This design comes from an exercise in tuning for small area on the open sky130 flow, not from production work.
Only simulation tests tie the RTL to the original design; equivalence was not proved.
Power and IR drop assume default switching activity.

## flow/config.mk

```make
export PLATFORM = sky130hd
export DESIGN_NAME = irrig_node
export DESIGN_NICKNAME = irrig_node
export VERILOG_FILES = /design/flow/design.v
export SDC_FILE = /design/flow/constraint.sdc
export NUM_CORES = 4
export LEC_CHECK = 0
export CAP_MARGIN = 20
export CORE_MARGIN = 2
export CORE_UTILIZATION = 40
export PLACE_DENSITY = 0.6
export SLEW_MARGIN = 20
```

## flow/constraint.sdc

```tcl
create_clock -name core_clock -period 20.0 [get_ports {clk}]
set_input_delay 4.0000 -clock core_clock [delete_from_list [all_inputs] [get_ports {clk}]]
set_output_delay 4.0000 -clock core_clock [all_outputs]
set_load 0.01 [all_outputs]
```

## flow/design.v

```verilog
module irrig_node (
    input  wire       clk,
    input  wire       rst,
    input  wire       line_in,
    output wire       sw_drive,
    input  wire [7:0] moist,
    input  wire       rx_valid,
    input  wire [7:0] rx_data,
    output wire       tx_valid,
    output reg  [7:0] tx_data,
    output wire       zdata,
    output wire       zclk,
    output wire       zlatch
);
    localparam [3:0] S_AWAIT = 4'd0,
                     S_START = 4'd1,
                     S_MEAS  = 4'd2,
                     S_CHECK = 4'd3,
                     S_DONE  = 4'd4,
                     S_MOIST = 4'd5,
                     S_ZONE  = 4'd6,
                     S_ZHI   = 4'd7,
                     S_ZLO   = 4'd8,
                     S_ZLAT  = 4'd9,
                     S_CONV  = 4'd10,
                     S_SEND  = 4'd11;
    reg [3:0]  st;
    reg        rx_full;
    reg [3:0]  rxz;       
    reg [3:0]  zcur;      
    reg        zflag;     
    reg [6:0]  p;
    reg [7:0]  tmr;
    reg [7:0]  S;
    reg [15:0] R;
    reg        fs;        
    reg [1:0]  fh;
    reg [3:0]  ft, fu;
    reg        cact, chalf;
    reg        ml;        
    reg [6:0]  txc;
    wire take      = (st == S_AWAIT) && rx_full;
    wire meas_end  = (line_in == p[0]);
    wire tmr_lim   = (tmr == 8'd254);
    wire bitv      = (tmr >= 8'd30);
    wire bit_phase = !p[0] && (p[6:4] != 3'd0);
    wire b4_phase  = p[6] && p[4];
    wire byte_end  = bit_phase && (p[3:0] == 4'd14) && !b4_phase;
    wire last_ph   = (p == 7'd94);
    wire tx_ready  = (txc[6:1] == 6'd0);
    assign tx_valid = (txc == 7'd1);
    wire write     = (st == S_SEND) && tx_ready;
    assign sw_drive = (st == S_START);
    assign zclk     = (st == S_ZHI);
    assign zlatch   = (st == S_ZLAT);
    assign zdata    = ((p[2:0] + zcur[2:0]) == 3'd0);
    localparam [6:0] P_SIGN = 7'd7, P_TH = 7'd8, P_TT = 7'd9, P_TU = 7'd10,
                     P_MH = 7'd25, P_MT = 7'd26, P_MU = 7'd27,
                     P_ZONE = 7'd44;
    wire mag_zero = (fh == 2'd0) && (ft == 4'd0) && (fu == 4'd0);
    wire in_moist = (p == P_MH) || (p == P_MT) || (p == P_MU);
    reg  [7:0] dsub;
    always @(*) begin
        case (p[1:0])
            2'd1:    dsub = 8'h9C;    
            2'd2:    dsub = 8'hF6;    
            default: dsub = 8'hFF;    
        endcase
    end
    reg  [7:0] s_op;
    always @(*) begin
        if (st == S_MEAS)       s_op = {R[6:0], bitv};
        else if (st == S_START) s_op = 8'd1;
        else                    s_op = dsub;
    end
    wire [8:0] s_sum = {1'b0, S} + {1'b0, s_op};
    wire       s_ge  = s_sum[8];
    wire eng_digit_done = !s_ge;
    wire d_zero = (tmr[3:0] == 4'd0);
    reg slot_empty;
    always @(*) begin
        case (p)
            P_SIGN: slot_empty = !fs;
            P_TH:   slot_empty = (fh == 2'd0);
            P_TT:   slot_empty = (fh == 2'd0) && (ft == 4'd0);
            P_MH:   slot_empty = eng_digit_done && d_zero;
            P_MT:   slot_empty = eng_digit_done && d_zero && !ml;
            default: slot_empty = 1'b0;
        endcase
    end
    always @(*) begin
        case (p)
            7'd1:  tx_data = "T";
            7'd2:  tx_data = "e";
            7'd3:  tx_data = "m";
            7'd4:  tx_data = "p";
            7'd5:  tx_data = ":";
            7'd6:  tx_data = " ";
            7'd7:  tx_data = "-";
            7'd8:  tx_data = {6'b001100, fh};
            7'd9:  tx_data = {4'h3, ft};
            7'd10: tx_data = {4'h3, fu};
            7'd11: tx_data = " ";
            7'd12: tx_data = "F";
            7'd13: tx_data = ",";
            7'd14: tx_data = " ";
            7'd15: tx_data = "M";
            7'd16: tx_data = "o";
            7'd17: tx_data = "i";
            7'd18: tx_data = "s";
            7'd19: tx_data = "t";
            7'd20: tx_data = "u";
            7'd21: tx_data = "r";
            7'd22: tx_data = "e";
            7'd23: tx_data = ":";
            7'd24: tx_data = " ";
            7'd25: tx_data = {4'h3, tmr[3:0]};
            7'd26: tx_data = {4'h3, tmr[3:0]};
            7'd27: tx_data = {4'h3, tmr[3:0]};
            7'd28: tx_data = ",";
            7'd29: tx_data = " ";
            7'd30: tx_data = "C";
            7'd31: tx_data = "u";
            7'd32: tx_data = "r";
            7'd33: tx_data = "r";
            7'd34: tx_data = "e";
            7'd35: tx_data = "n";
            7'd36: tx_data = "t";
            7'd37: tx_data = " ";
            7'd38: tx_data = "Z";
            7'd39: tx_data = "o";
            7'd40: tx_data = "n";
            7'd41: tx_data = "e";
            7'd42: tx_data = ":";
            7'd43: tx_data = " ";
            7'd44: tx_data = {4'h3, zcur};
            default: tx_data = 8'h0A;
        endcase
    end
    wire       neg    = R[15];
    wire       m_nz   = (R[14:8] != 7'd0);
    wire       b_nz   = (R[7:0] != 8'd0);
    wire [5:0] r      = tmr[5:0];
    wire       big    = m_nz;                        
    wire       rcarry = big ? (r >= 6'd5) : (r >= 6'd41);
    reg  [5:0] r_next;
    always @(*) begin
        case ({big, rcarry})
            2'b11:   r_next = r - 6'd5;
            2'b10:   r_next = r + 6'd45;
            2'b01:   r_next = r - 6'd41;
            default: r_next = r + 6'd9;
        endcase
    end
    wire fin_corr = neg && (r == 6'd49) && (fs || mag_zero);
    wire q_step   = cact && ((m_nz || b_nz) ? rcarry : fin_corr);
    wire q_up     = !neg || fs || mag_zero;          
    reg [1:0] fh_n;
    reg [3:0] ft_n, fu_n;
    always @(*) begin
        fh_n = fh; ft_n = ft; fu_n = fu;
        if (q_up) begin
            if (fu == 4'd9) begin
                fu_n = 4'd0;
                if (ft == 4'd9) begin ft_n = 4'd0; fh_n = fh + 2'd1; end
                else ft_n = ft + 4'd1;
            end else fu_n = fu + 4'd1;
        end else begin
            if (fu == 4'd0) begin
                fu_n = 4'd9;
                if (ft == 4'd0) begin ft_n = 4'd9; fh_n = fh - 2'd1; end
                else ft_n = ft - 4'd1;
            end else fu_n = fu - 4'd1;
        end
    end
    always @(posedge clk) begin
        if (rst) begin
            st      <= S_AWAIT;
            rx_full <= 1'b0;
            zcur    <= 4'd0;
            fs      <= 1'b0;
            fh      <= 2'd0;
            ft      <= 4'd3;
            fu      <= 4'd2;
            cact    <= 1'b0;
            txc     <= 7'd0;
        end else begin
            if (rx_valid && !rx_full) begin
                rx_full <= 1'b1;
            end else if (take) begin
                rx_full <= 1'b0;
            end
            if (write)
                txc <= 7'd88;
            else if (txc != 7'd0)
                txc <= txc - 7'd1;
            if (cact) begin
                if (q_step) begin
                    fh <= fh_n; ft <= ft_n; fu <= fu_n;
                    if (!q_up || !fs) fs <= fs;
                    if (neg && !fs && mag_zero) fs <= 1'b1;
                end
                if (!(m_nz || b_nz))
                    cact <= 1'b0;
            end
            case (st)
                S_AWAIT: if (rx_full) begin
                    st <= S_START;
                    if (rxz != 4'd0) zcur <= rxz;
                end
                S_START: if (S[1:0] == 2'd3 && tmr_lim) st <= S_MEAS;
                S_MEAS: begin
                    if (meas_end) begin
                        if (last_ph) st <= S_CHECK;
                    end else if (tmr_lim) begin
                        st <= S_DONE;
                    end
                end
                S_CHECK: begin
                    st <= S_DONE;
                    if (S == 8'd0) begin
                        fs <= 1'b0; fh <= 2'd0; ft <= 4'd3; fu <= 4'd2;
                        cact <= 1'b1;
                    end
                end
                S_DONE:  st <= S_MOIST;
                S_MOIST: st <= S_ZONE;
                S_ZONE:  st <= zflag ? S_ZHI : S_CONV;
                S_ZHI:   st <= S_ZLO;
                S_ZLO:   st <= (p[2:0] == 3'd7) ? S_ZLAT : S_ZHI;
                S_ZLAT:  st <= S_CONV;
                S_CONV:  st <= S_SEND;
                S_SEND:  if (write && p == P_ZONE) st <= S_AWAIT;
                default: st <= S_AWAIT;
            endcase
        end
    end
    always @(posedge clk) begin
        if (rx_valid && !rx_full)
            rxz <= (rx_data >= 8'h31 && rx_data <= 8'h38) ? rx_data[3:0] : 4'd0;
        if (take)
            zflag <= (rxz != 4'd0);
        case (st)
            S_AWAIT: tmr <= 8'd23;
            S_START: tmr <= (S[1:0] == 2'd3 && tmr_lim) ? 8'd0 : tmr + 8'd1;
            S_MEAS:  tmr <= meas_end ? 8'd1 : tmr + 8'd1;
            S_CHECK: tmr <= {2'b00, neg ? 6'd24 : 6'd25};
            S_SEND: begin
                if (in_moist) begin
                    if (write) tmr[3:0] <= 4'd0;
                    else if (s_ge) tmr[3:0] <= tmr[3:0] + 4'd1;
                end else if (write && p == 7'd24) tmr[3:0] <= 4'd0;
                else if (cact && (m_nz || b_nz)) tmr[5:0] <= r_next;
            end
            default: if (cact && (m_nz || b_nz)) tmr[5:0] <= r_next;
        endcase
        case (st)
            S_START: if (S[1:0] == 2'd3 && tmr_lim) p <= 7'd12;
            S_MEAS:  if (meas_end) p <= p + 7'd1;
            S_ZONE:  p <= 7'd0;
            S_ZLO:   p <= p + 7'd1;
            S_CONV:  p <= 7'd0;
            S_SEND:  if (write || slot_empty) p <= p + 7'd1;
            default: ;
        endcase
        case (st)
            S_AWAIT: S <= 8'd0;
            S_START: begin
                if (S[1:0] == 2'd3 && tmr_lim) S <= 8'd0;
                else if (tmr == 8'd255) S <= s_sum[7:0];
            end
            S_MEAS: if (meas_end && bit_phase) begin
                if (b4_phase) S <= {S[6:0], S[7] ^ bitv};
                else if (byte_end) S <= s_sum[7:0];
            end
            S_MOIST: S <= moist;
            S_SEND: if (in_moist && !write && s_ge) S <= s_sum[7:0];
            default: ;
        endcase
        if (st == S_MEAS) begin
            if (meas_end && bit_phase && !b4_phase) R <= {R[14:0], bitv};
        end else if (cact) begin
            if (m_nz) begin
                if (chalf) R[14:8] <= R[14:8] - 7'd1;
            end else if (b_nz) begin
                R[7:0] <= R[7:0] - 8'd1;
            end
        end
        if (st == S_CHECK) chalf <= 1'b0;
        else if (cact && m_nz) chalf <= !chalf;
        if (st == S_MOIST) ml <= 1'b0;
        else if (st == S_SEND && write && p == P_MH) ml <= 1'b1;
    end
endmodule
```

## flow/run.sh

```bash
#!/bin/bash
# synth_recipe.tcl (not shown) runs the flow's synth.tcl, then flattens the netlist and writes it again
# the make line also repeats each setting of config.mk as NAME=value (left out here)
make -C /OpenROAD-flow-scripts/flow DESIGN_CONFIG=/design/flow/config.mk WORK_HOME=/design/flow/orfs CLKGATE_MAP_FILE= SYNTH_SCRIPT=/design/flow/synth_recipe.tcl finish
```

==> summary.txt <==
STA
  • Setup tns final: 0 ns
  • Post-layout min period: around 7.8 ns
  • RSZ-0062 raised after global routing: no
  • Worst-margin pin slew: 0.9864 ns
  • Setup violators final: 0
  • Final hold violations: 0
  • Maximum clock frequency: 128.5 MHz
  • Slew headroom: 0.3364
  • Period utilization: 0.3893
  • Final Skew: 0.006691 ns
  • Final Max Tran Viols: 0

Place
  • Post-DP HPWL: 13350 µm
  • Global placement routability congestion: 0.9180
  • Port bufs: 31
  • Post-place instance area: 6777 µm²

Worst hold path
  • Worst hold path cell count: 2
  • Min-Delay Startpoint: txc[6]
  • Min-delay worst type: flop to flop
  • Worst Hold Path EP: txc[6]

Logic synthesis
  • Post-synth EDFFs: 44
  • Area share of the largest cell type after synthesis: 0.2074
  • Dominant cells by area after synthesis: edfxtp_1 21%, dfxtp_1 9.4%, ha_1 5.3%
  • Synth warn: 1
  • Netlist Area Pre-Place: 6371 µm²
  • Synth unique cells: 84
  • Main synth FF type: edfxtp_1
  • Syn avg cell area: roughly 8 µm²
  • Synth area leader: edfxtp_1
  • Syn nets: 850
  • Seq/Total Area, Yosys: 0.3016
  • Post-synth ARST share: 0
  • FF+latch count, synth: 74
  • Post-synthesis cell count: roughly 800

GRT
  • First-pass GRT wire length: between 20000 and 30000 µm
  • Remaining global-route overflow: 0
  • GR Layer Usage met1: 0.3102
  • Top Usage Layer GRT: met2
  • Initial antenna violation count: 0
  • Global Route Usage Sum: 0.2215
  • M3 GR Usage: 0.03075
  • Met2 Resource Use GR: 0.3520
  • Largest net degree at the start of global routing: 36
  • Vias in the first global route: 5657

Clock network
  • # resized after CTS: 0
  • Root buf cell: clkbuf_16
  • CTS tree: done
  • CTS Buffer Depth: 2
  • Clk slew on worst S/H paths: 0.05 ns
  • CTS H-tree depth: 3
  • Clock insertion delay at the later pin of the skew report: 0.35 ns
  • Setup bufs post-CTS: 0
  • Post-CTS Hold Fix Bufs: 0
  • Clock sink count: between 70 and 80
  • Cts bufs inserted: 9

Worst setup path
  • Levels on crit path: 8
  • Reg2reg end: p[1]
  • Crit path launch type: flop
  • CP Data Arrival Time: 3.79 ns
  • Critical path peak fanout: 22
  • CP Class: flop to output pin
  • Crit path buf inv count: 1
  • CP endpoint kind: output pin
  • Crit path largest cell delay: 0.74 ns
  • FF-to-FF path depth: 11
  • Reg-to-Reg Start: st[1]
  • Worst path cell trace: ha_1 > or4b_2 > nor2_1 > o21ai_0 > nand3_1 > nor3b_1 > or4_1 > clkdlybuf4s50_1
  • Critical path required time: 16.00 ns
  • FF-to-FF setup slack: 15.17 ns
  • Critical path's slowest cell: ha_1
  • Crit path max-delay family: simple AND/OR/NAND/NOR gates

Route
  • Routed wire per std cell: 17.97 µm
  • Final WL: 18310 µm
  • DRC: 0
  • First drt pass iteration count: 5
  • Vias: approximately 6000
  • DR vias/cell: 6.016
  • Post-DRT Antenna Nets: 0
  • Detailed Route Iter0 Violations: 700

Die
  • Starting Density: 0.4055
  • DIE HEIGHT: 130.2 µm
  • Die area: 16950 µm²
  • Num ports: 33
  • Die width: 130.2 µm
  • Rows: 46
  • Core box area: about 16000 µm²

Finish
  • Total Nets Final: 847
  • Layout cells sized above 1: 0.06600
  • Ant diodes: 0
  • Cell area after layout: 7121 µm²
  • # fillers: between 1500 and 2000
  • Area occupied by multi-input gates: between 4000 and 5000 µm²
  • Layout area overhead: 11.76%
  • Sequential standard cell area: between 1500 and 2000 µm²
  • Post-layout util: 0.4532

Pwr
  • Lkg Pwr: 0.002507 µW
  • Power density over cell area: approximately 140 nW/µm²
  • Max VDD drop: 69.89 µV

Run status
  • Outcome: finished clean

Run
  • Max_cap viols: 0
-- layout make-up --
class | count | share of cell area
flip-flops and latches | 74 | 0.2699
inverters | 33 | 0.01740
clock inverters | 7 | 0.01511
repair buffers | 40 | 0.05359
clock buffers | 9 | 0.03163
multi-input cells | 640 | 0.5744
well taps | 216 | 0.03795
-- synth_stat cells, types with 11 or more instances --
cell type and count:
a22oi_1 16, nor3_1 28, and2_1 16, nor2_1 88, nand3_1 23, a21oi_1 58
nor2b_1 16, xnor2_1 20, inv_1 32, edfxtp_1 44, a31oi_1 11, nand2b_1 11
ha_1 27, clkbuf_1 42, o21ai_0 62, xor2_1 17, dfxtp_1 30, nand2_1 58
-- flip-flops by register name, indices dropped and copies added, names as in the netlist --
register	flops
txc	7
fu	4
fh	2
chalf	1
st	4
R	16
p	7
zcur	4
cact	1
tmr	8
zflag	1
rxz	4
rx_full	1
ft	4
fs	1
S	8
ml	1
-- how the worst max path moves through the flow --
stage               start          to  slack (ns)
global placement     p[4]  tx_data[3]       12.68
finish               p[0]  tx_data[3]       12.21
CTS                  p[0]  tx_data[3]       12.22
detailed placement   p[0]  tx_data[3]       12.60
global route         p[4]  tx_data[3]       12.06
floorplan            p[0]  tx_data[3]       13.69
-- worst reg2reg max path, stage by stage (launching register included) --
cell and delay [ns]:
dfxtp_1 0.82, or4b_2 0.94, o21ai_0 0.37, o21ai_0 0.31, inv_1 0.14, fa_1 0.21, nor2b_1 0.05, o21ai_0 0.25
a21oi_1 0.16, o31ai_1 0.59, a221o_1 0.26, and3_1 0.39
-- cells in the final DEF (no fill, tap or decap), types with 5 or more instances in the layout --
master / Yosys / routed
ha_1: 27 / 27
and3_1: 10 / 10
nor3_1: 28 / 27
a22oi_1: 16 / 16
a211o_1: 7 / 7
or3_1: 8 / 8
nor2_1: 88 / 88
a21o_1: 6 / 6
or4_1: 10 / 10
nand2b_1: 11 / 11
o21ai_0: 62 / 62
nor2b_1: 16 / 16
a21oi_1: 58 / 58
a32oi_1: 5 / 5
a211oi_1: 6 / 6
xor2_1: 17 / 17
nand4_1: 10 / 10
edfxtp_1: 44 / 44
clkbuf_16: 0 / 9
nand3_1: 23 / 23
nand2_1: 58 / 58
xnor2_1: 20 / 20
o211ai_1: 6 / 6
nor4_1: 9 / 9
dfxtp_1: 30 / 30
o31ai_1: 10 / 10
nor3b_1: 8 / 8
clkdlybuf4s50_1: 0 / 31
buf_4: 1 / 8
a31oi_1: 11 / 11
inv_1: 32 / 32
or2_2: 7 / 7
and2_1: 16 / 16
-- layer usage --
metal / wire length, µm / share of wire / vias to the layer above
li1: - / - / 2968
met1: 8498 / 0.46 / 2954
met2: 8555 / 0.47 / 183
met3: 890 / 0.049 / 25
met4: 365 / 0.020 / 0
met5: 0 / 0 / -
-- cell families after synthesis --
| kind of cell | count (synthesis) | synth area share |
|---|---|---|
| buffers and inverters | 87 | 0.05715 |
| XOR/XNOR | 38 | 0.05342 |
| adder cells (fa/ha/maj) | 30 | 0.06088 |
| AND/OR/NAND/NOR | 321 | 0.2618 |
| other | 1 | 0.0005886 |
| AO/OA/AOI/OAI | 244 | 0.2547 |
| flip-flops | 74 | 0.3017 |
| multiplexers | 6 | 0.009819 |
-- report_power, final --
part	leakage (µW)	switching (µW)	internal, µW	total (µW)
clock network	0.000164	66.2	121	187
registers	0.000672	73.4	214	287
logic	0.00167	320	230	550
total	0.00251	459	564	1020
-- metrics by stage --
| stage | power (µW) | instances | setup slack, ns | hold WS (ns) |
|---|---|---|---|---|
| floorplan | 665.5 | 801 | 13.69 | 0.4367 |
| global placement | 821.0 | 1002 | 12.68 | 0.4586 |
| detailed placement | 830.6 | 1002 | 12.60 | 0.4826 |
| CTS | 1023 | 1018 | 12.22 | 0.4904 |
| global route | 1104 | 1019 | 12.06 | 0.5262 |
| finish | 1024 | 1019 | 12.21 | 0.4971 |

[port drivers added, routing unchanged]
The flow's constraints put no driver on any port. The routed layout listed below was extracted and timed again, unchanged, in two steps.
Step 1 assumes that a clkbuf_16 drives the clock port and a buf_2 every other input.
Step 2 moves the port delays by t, midway between the first and last clock arrival at a register: inputs arrive t later, outputs are due t later. That takes back most of the time a late clock gives input paths.
a / b / c = ideal / step 1 / step 2; a / b = the first two.
t (ns): 0.385
slack for setup (ns): 12.215 / 12.174 / 12.558
hold WS [ns]: 0.497 / 0.497 / 0.497
worst setup path at the end: register to output
worst data-port slew with drivers (ns): 0.04
After both steps this run still meets setup and hold. The setup slack of this run moves by -0.041 ns with the drivers and by +0.343 ns with both steps.
